This is an optimization exercise on Yosys and OpenROAD, whose aim is small area, not a production implementation. The RTL of this run was laid out without a check of its function. Power is estimated from default activity; no workload was simulated.

==> design/flow/design.v <==
module ppp_rx (
    input             clk,
    input             rst,
    input             in_valid,
    input      [7:0]  in_data,
    output reg        pay_valid,
    output reg [7:0]  pay_data,
    output reg        rec_valid,
    output reg        rec_err,
    output reg [31:0] rec_w0,
    output reg [31:0] rec_w1,
    output reg [31:0] rec_w2,
    output reg [31:0] rec_w3
);
    localparam [11:0] MAX_INNER = 12'd3012;
    localparam [7:0] FLAG = 8'h7E;
    localparam [7:0] ESC  = 8'h7D;
    localparam [7:0] ERR_TOO_SHORT       = 8'h30;
    localparam [7:0] ERR_TRAILING_ESCAPE = 8'h31;
    localparam [7:0] ERR_OVERSIZE        = 8'h32;
    function [15:0] crc16_byte(input [15:0] crc_in, input [7:0] b);
        integer k;
        reg [15:0] c;
        begin
            c = crc_in ^ {8'h00, b};
            for (k = 0; k < 8; k = k + 1)
                c = c[0] ? ((c >> 1) ^ 16'h8408) : (c >> 1);
            crc16_byte = c;
        end
    endfunction
    reg        open_q;       
    reg        esc_q;        
    reg [11:0] raw_cnt;      
    reg [11:0] n_cnt;        
    reg [7:0]  h0, h1, h2, h3;   
    reg [7:0]  d0, d1;       
    reg [15:0] crc;          
    reg [11:0] pl_cnt;       
    reg [7:0]  ctl_code;
    reg [7:0]  ctl_ident;
    reg [15:0] ctl_len;
    wire is_flag = in_valid && (in_data == FLAG);
    wire is_body = in_valid && open_q && (in_data != FLAG);
    wire push    = is_body && (esc_q || (in_data != ESC));
    wire [7:0] u = esc_q ? (in_data ^ 8'h20) : in_data;
    wire       ac_hdr    = (h0 == 8'hFF) && (h1 == 8'h03);
    wire [7:0] proto_b0  = ac_hdr ? h2 : h0;
    wire [11:0] pstart   = (ac_hdr ? 12'd2 : 12'd0) + (proto_b0[0] ? 12'd1 : 12'd2);
    wire        evict    = push && (n_cnt >= 12'd2);
    wire [11:0] evict_ix = n_cnt - 12'd2;
    wire        emit     = evict && (evict_ix >= pstart);
    reg        r_err;
    reg [7:0]  r_code;
    reg [11:0] m;
    reg        r_ac;
    reg [11:0] r_k;
    reg [7:0]  r_pb0, r_pb1;
    reg [15:0] r_proto;
    reg        r_pc;
    reg        r_fcs_ok;
    reg [15:0] r_fcs_rx;
    reg [15:0] r_fcs_calc;
    reg        r_ctl_valid;
    reg        r_ovr, r_under;
    reg [15:0] r_end;
    reg [15:0] r_opt_len;
    always @(*) begin
        m          = n_cnt - 12'd2;
        r_err      = 1'b0;
        r_code     = 8'h00;
        r_ac       = (m >= 12'd2) && (h0 == 8'hFF) && (h1 == 8'h03);
        r_k        = r_ac ? 12'd2 : 12'd0;
        r_pb0      = r_ac ? h2 : h0;
        r_pb1      = r_ac ? h3 : h1;
        r_proto    = 16'h0000;
        r_pc       = 1'b0;
        r_fcs_rx   = {d1, d0};
        r_fcs_calc = ~crc;
        r_fcs_ok   = (r_fcs_rx == r_fcs_calc);
        r_ctl_valid = 1'b0;
        r_ovr      = 1'b0;
        r_under    = 1'b0;
        r_end      = 16'h0000;
        r_opt_len  = 16'h0000;
        if (raw_cnt > MAX_INNER) begin
            r_err  = 1'b1;
            r_code = ERR_OVERSIZE;
        end else if (esc_q) begin
            r_err  = 1'b1;
            r_code = ERR_TRAILING_ESCAPE;
        end else if (n_cnt < 12'd3) begin
            r_err  = 1'b1;
            r_code = ERR_TOO_SHORT;
        end else if (m < r_k + 12'd1) begin
            r_err  = 1'b1;
            r_code = ERR_TOO_SHORT;
        end else if (r_pb0[0]) begin
            r_proto = {8'h00, r_pb0};
            r_pc    = 1'b1;
        end else if (m < r_k + 12'd2) begin
            r_err  = 1'b1;
            r_code = ERR_TOO_SHORT;
        end else begin
            r_proto = {r_pb0, r_pb1};
        end
        if ((r_proto == 16'hC021 || r_proto == 16'h8021 ||
             r_proto == 16'h8057 || r_proto == 16'hC023) && pl_cnt >= 12'd4) begin
            r_ctl_valid = 1'b1;
            r_ovr       = ctl_len > {4'h0, pl_cnt};
            r_under     = ctl_len < 16'd4;
            r_end       = r_under ? 16'd4 : ctl_len;
            if (r_end > {4'h0, pl_cnt})
                r_end = {4'h0, pl_cnt};
            r_opt_len   = r_end - 16'd4;
        end
    end
    wire close = is_flag && open_q && (raw_cnt != 12'd0);
    always @(posedge clk) begin
        if (rst) begin
            open_q    <= 1'b0;
            esc_q     <= 1'b0;
            raw_cnt   <= 12'd0;
            n_cnt     <= 12'd0;
            pl_cnt    <= 12'd0;
            crc       <= 16'hFFFF;
            pay_valid <= 1'b0;
            rec_valid <= 1'b0;
        end else begin
            pay_valid <= 1'b0;
            rec_valid <= 1'b0;
            if (is_flag) begin
                open_q  <= 1'b1;
                esc_q   <= 1'b0;
                raw_cnt <= 12'd0;
                n_cnt   <= 12'd0;
                pl_cnt  <= 12'd0;
                crc     <= 16'hFFFF;
            end else if (is_body) begin
                if (raw_cnt <= MAX_INNER)
                    raw_cnt <= raw_cnt + 12'd1;
                if (push) begin
                    esc_q <= 1'b0;
                    case (n_cnt)
                        12'd0: h0 <= u;
                        12'd1: h1 <= u;
                        12'd2: h2 <= u;
                        12'd3: h3 <= u;
                        default: ;
                    endcase
                    d0 <= d1;
                    d1 <= u;
                    if (n_cnt != 12'hFFF)
                        n_cnt <= n_cnt + 12'd1;
                    if (evict)
                        crc <= crc16_byte(crc, d0);
                    if (emit) begin
                        pay_valid <= 1'b1;
                        pay_data  <= d0;
                        case (pl_cnt)
                            12'd0: ctl_code  <= d0;
                            12'd1: ctl_ident <= d0;
                            12'd2: ctl_len[15:8] <= d0;
                            12'd3: ctl_len[7:0]  <= d0;
                            default: ;
                        endcase
                        if (pl_cnt != 12'hFFF)
                            pl_cnt <= pl_cnt + 12'd1;
                    end
                end else begin
                    esc_q <= 1'b1;
                end
            end
            if (close) begin
                rec_valid <= 1'b1;
                rec_err   <= r_err;
                if (r_err) begin
                    rec_w0 <= {24'h000000, r_code};
                    rec_w1 <= 32'h0;
                    rec_w2 <= 32'h0;
                    rec_w3 <= 32'h0;
                end else begin
                    rec_w0 <= {10'h000, r_under, r_ovr, r_ctl_valid, r_pc, r_ac,
                               r_fcs_ok, r_proto};
                    rec_w1 <= {r_fcs_calc, r_fcs_rx};
                    rec_w2 <= r_ctl_valid ? {ctl_len, ctl_ident, ctl_code} : 32'h0;
                    rec_w3 <= {16'h0000, r_opt_len};
                end
            end
        end
    end
endmodule
==> design/flow/run.sh <==
#!/bin/bash
# synth_recipe.tcl (not shown) runs the flow's synth.tcl, then flattens the netlist and writes it again
# the make line also repeats each setting of config.mk as NAME=value (left out here)
make -C /OpenROAD-flow-scripts/flow DESIGN_CONFIG=/design/flow/config.mk WORK_HOME=/design/flow/orfs CLKGATE_MAP_FILE= SYNTH_SCRIPT=/design/flow/synth_recipe.tcl finish
==> design/flow/config.mk <==
export PLATFORM = sky130hd
export DESIGN_NAME = ppp_rx
export DESIGN_NICKNAME = ppp_rx
export VERILOG_FILES = /design/flow/design.v
export SDC_FILE = /design/flow/constraint.sdc
export NUM_CORES = 4
export LEC_CHECK = 0
export CAP_MARGIN = 20
export CORE_MARGIN = 2
export CORE_UTILIZATION = 40
export SLEW_MARGIN = 20
==> design/flow/constraint.sdc <==
create_clock -name core_clock -period 5.5 [get_ports {clk}]
set_input_delay 1.1000 -clock core_clock [delete_from_list [all_inputs] [get_ports {clk}]]
set_output_delay 1.1000 -clock core_clock [all_outputs]
set_load 0.01 [all_outputs]
==> flow_summary_export.csv <==
group,metric,value,unit
status,status,"finished clean",
placed_design,hpwlAfterDp,17.1,mm
timing,finalCritPeriodShare,91.5,%
grt,grt_pass1_vias,6888,
clocking,clk_pin_slew,0.06,ns
synthesis,yosysSeqAreaShare,61.4,%
layout,layout_commonest_cell,"edfxtp_1",
detailed_routing,detail_route.first_pass.iterations,4,
critical_path,path_class,"register to register",
floorplan,start_util,40.4,%
floorplan,die_w,171,um
clocking,worst_skew_pair.late_latency,0.55,ns
power,combPwrFrac,0.9,%
timing,final-max-slew-violation-count,0,
clocking,cts_resized,0,
clocking,cts_tree,"yes",
timing,rsz0062_at_grt,"false",
grt,antenna_found_initial,0,
power,seq_power_share,51.2,%
timing,max_slew.worst_pin.slew,0.953,ns
critical_path,slowest_stage,"or4_4",
synthesis,synth_edf_count,190,
critical_path,critPathCaptureType,"register",
power,p_total,3.87,mW
hold_path,min_to,"d0[3]",
critical_path,startpoint,"n_cnt[2]",
timing,fin_crit,5.03,ns
grt,grt_max_degree,68,
critical_path,r2r-end,"rec_w3[12]",
detailed_routing,drc_errors,0,
layout,fin_nets,1084,
layout,antennaDiodeCount,0,
critical_path,cp_slowest_stage_delay,0.49,ns
synthesis,syn_area,11100,sq um
timing,setup-violations-final,0,
detailed_routing,wl_per_cell,17.0,um
clocking,clk_path_buf_depth,3,
clocking,postCtsHoldBufs,0,
timing,hold_viol_final,0,
power,p_sw,0.784,mW
timing,fin_ws,0.467,ns
synthesis,yosysWarnings,1,
critical_path,cp_top_family,"simple AND/OR/NAND/NOR gates",
placed_design,gp_congestion,0.850,
timing,fmax,199,MHz
grt,track_usage,16.7,%
detailed_routing,drt-initial-drc-count,455,
synthesis,syn_avg_cell_area,12.4,sq um
placed_design,post-place-ws,0.374,ns
floorplan,dieArea,29100,sq um
placed_design,io_buffer_count,122,
layout,layout.cells.non_filler,1430,
detailed_routing,avgViaCountPerCell,4.92,
hold_path,hp-start,"d1[3]",
synthesis,syn_inst,900,
floorplan,num_rows,61,
detailed_routing,antenna_left,0,
grt,grt-ovfl-total,0,
power,internal_power,3.08,mW
synthesis,synth_seq_cells,246,
layout,area_growth,22.8,%
layout,drive_gt1_share,7.89,%
hold_path,hold_class,"register to register",
placed_design,placed_cells,1378,
critical_path,reg2reg_setup_slack,0.47,ns
floorplan,die_h,171,um
clocking,clock_sinks,246,
power,p_leak,4.97,nW
power,p_clk_share,48.0,%
clocking,cts_setup_buffers,0,
layout,final_cell_mix,"edfxtp_1, clkdlybuf4s50_1, nor2_1",
power,peakVddDrop,0.000181,V
synthesis,ys_types,65,
timing,setup_tns,0,ns
clocking,cts.htree.levels,1,
power,power_density,283,nW/um^2
critical_path,r2r-start,"n_cnt[2]",
critical_path,crit_arrival,5.40,ns
detailed_routing,drt-total-wl,24.3,mm
critical_path,crit_chain,"inv_1 > ha_1 > inv_1 > or3_1 > a211o_1 > o31a_1 > inv_2 > buf_4 > ha_1 > nor2b_1 > nor3_1 > or2_2 > a21oi_2 > and3_1 > a31o_1 > or4_4 > a2111oi_4 > buf_12 > nor3b_1",
critical_path,reg2reg_depth,19,
critical_path,cp.required,5.87,ns
critical_path,worst-path-buf-inv,5,
critical_path,path_max_fanout,49,
detailed_routing,detailroute.via_count,7029,
power,p_sw_share,20.3,%
floorplan,core-area,27600,sq um
grt,grt_pass1_wl,38.0,mm
clocking,cts_root_buffer,"clkbuf_16",
synthesis,synth_flop_cell,"edfxtp_1",
timing,finClkSkew,0.0172,ns
layout,post-route-util,49.6,%
synthesis,async_flop_share,0,%
timing,relSlewSlack,36.0,%
critical_path,crit_path_start_kind,"register",
floorplan,pin_count,150,
clocking,numCtsBuffers,28,
hold_path,hold_depth,0,
job,max-cap-violations,0,
==> stage by stage <==
stage	hold WS, ns	instance area [sq um]
2_1_floorplan	0.464	11200
3_3_place_gp	0.491	12700
3_5_place_dp	0.488	12700
4_1_cts	0.506	13700
5_1_grt	0.528	13700
6_report	0.499	13700
==> cell type report <==
type                            instances  area [sq um]
Sequential cell                       246          6830
Clock buffer                           36           771
Tap cell                              378           473
Multi-Input combinational cell        591          3960
Inverter                               30           113
Fill cell                            2438         13900
Clock inverter                         16           178
Timing Repair Buffer                  133          1340
==> registers in the layout, summed over array words and instances, names as in the netlist, 12 cells and up <==
register,cells
rec_w3,16
pl_cnt,12
rec_w2,32
raw_cnt,12
crc,16
rec_w1,32
n_cnt,12
ctl_len,16
rec_w0,21
==> metal layers <==
layer	up-vias	global-route usage (%)	share of wire, %
met4	0	4.38	2.1
met1	3392	23.0	46
met5	-	0	0
met3	32	2.17	4.5
met2	162	27.7	47
li1	3443	-	-
==> power by group through the flow <==
stage / clock network [mW] / registers, mW / logic (mW)
CTS: 1.90 / 1.98 / 0.0342
finish: 1.86 / 1.98 / 0.0340
detailed placement: 0 / 2.02 / 0.0342
floorplan: 0 / 2.02 / 0.0307
global route: 1.98 / 1.98 / 0.0379
global placement: 0 / 2.02 / 0.0342
==> worst reg2reg max path, cell delays in order, from the launching register on <==
cell,delay (ns)
dfxtp_1,0.45
inv_1,0.14
ha_1,0.29
inv_1,0.06
or3_1,0.31
a211o_1,0.27
o31a_1,0.39
inv_2,0.11
buf_4,0.18
ha_1,0.24
nor2b_1,0.12
nor3_1,0.30
or2_2,0.19
a21oi_2,0.11
and3_1,0.17
a31o_1,0.20
or4_4,0.49
a2111oi_4,0.37
buf_12,0.25
nor3b_1,0.22
==> worst max path at each step <==
stage,to,slack (ns),cells after the start
floorplan,rec_err,0.03,4
global placement,rec_w3[14],0.51,19
detailed placement,rec_w3[12],0.37,19
CTS,rec_w3[12],0.34,19
global route,rec_w3[12],0.09,19
finish,rec_w3[12],0.47,19
==> synthesized netlist by cell type (3+ instances only) <==
cell type / count / area share, %
edfxtp_1: 190 / 51
nor2_1: 86 / 2.9
nand2_1: 57 / 1.9
dfxtp_1: 56 / 10
xnor2_1: 52 / 4.1
and2_1: 44 / 2.5
ha_1: 43 / 4.8
nor2b_1: 30 / 1.7
inv_1: 29 / 0.98
buf_4: 27 / 1.8
xor2_1: 25 / 2.0
clkbuf_1: 24 / 0.81
nand4_1: 24 / 1.4
and3_1: 19 / 1.1
a21oi_1: 17 / 0.77
o21ai_0: 17 / 0.77
o211ai_1: 15 / 1.0
nand3_1: 14 / 0.63
nor4_1: 12 / 0.68
mux2i_1: 11 / 0.99
nor3_1: 9 / 0.41
a21o_1: 8 / 0.54
o21a_1: 7 / 0.47
a31oi_1: 6 / 0.34
or3_1: 6 / 0.34
nor3b_1: 5 / 0.34
o211a_1: 5 / 0.45
or2_2: 5 / 0.28
buf_6: 4 / 0.41
a2111oi_0: 3 / 0.24
clkbuf_2: 3 / 0.13
nand2b_1: 3 / 0.17
or4_4: 3 / 0.30
==> cells by family (layout without fill, tap and decap cells) <==
kind of cell             after synthesis  in the layout  share of synthesized area [%]
buffers and inverters                 91            215                           4.31
XOR/XNOR                              77             77                           6.07
AO/OA/AOI/OAI                        104            104                           6.77
AND/OR/NAND/NOR                      326            326                           15.4
other                                  1             29                         0.0337
adder cells (fa/ha/maj)               43             43                           4.84
flip-flops                           246            246                           61.4
multiplexers                          12             12                           1.19

-- afterwards: timing with drivers on the ports --
Ports are ideal in the flow. The routed layout listed here was re-timed in OpenROAD. Step 1 sets driving cells, clkbuf_16 on the clock port and buf_2 on the other inputs (assumed; they add their load-dependent delay and slew). Step 2 moves the port delays by t, midway between the first and last clock arrival at a register: inputs arrive t later, outputs are due t later. That takes back most of the time a late clock gives input paths. Slacks: ideal ports / drivers / drivers and shift; pairs: ideal ports / drivers.
shift t [ns]: 0.589
setup slack, ns: 0.467 / 0.467 / 0.467
hold WS [ns]: 0.499 / 0.499 / 0.499
clock arrival spread, ns: 0.018 / 0.018
slew at the worst register clock pin (ns): 0.06 / 0.06
After both steps setup and hold are still met in this run. For this run, drivers alone change the setup slack by 0.000 ns; drivers and shift together by 0.000 ns.
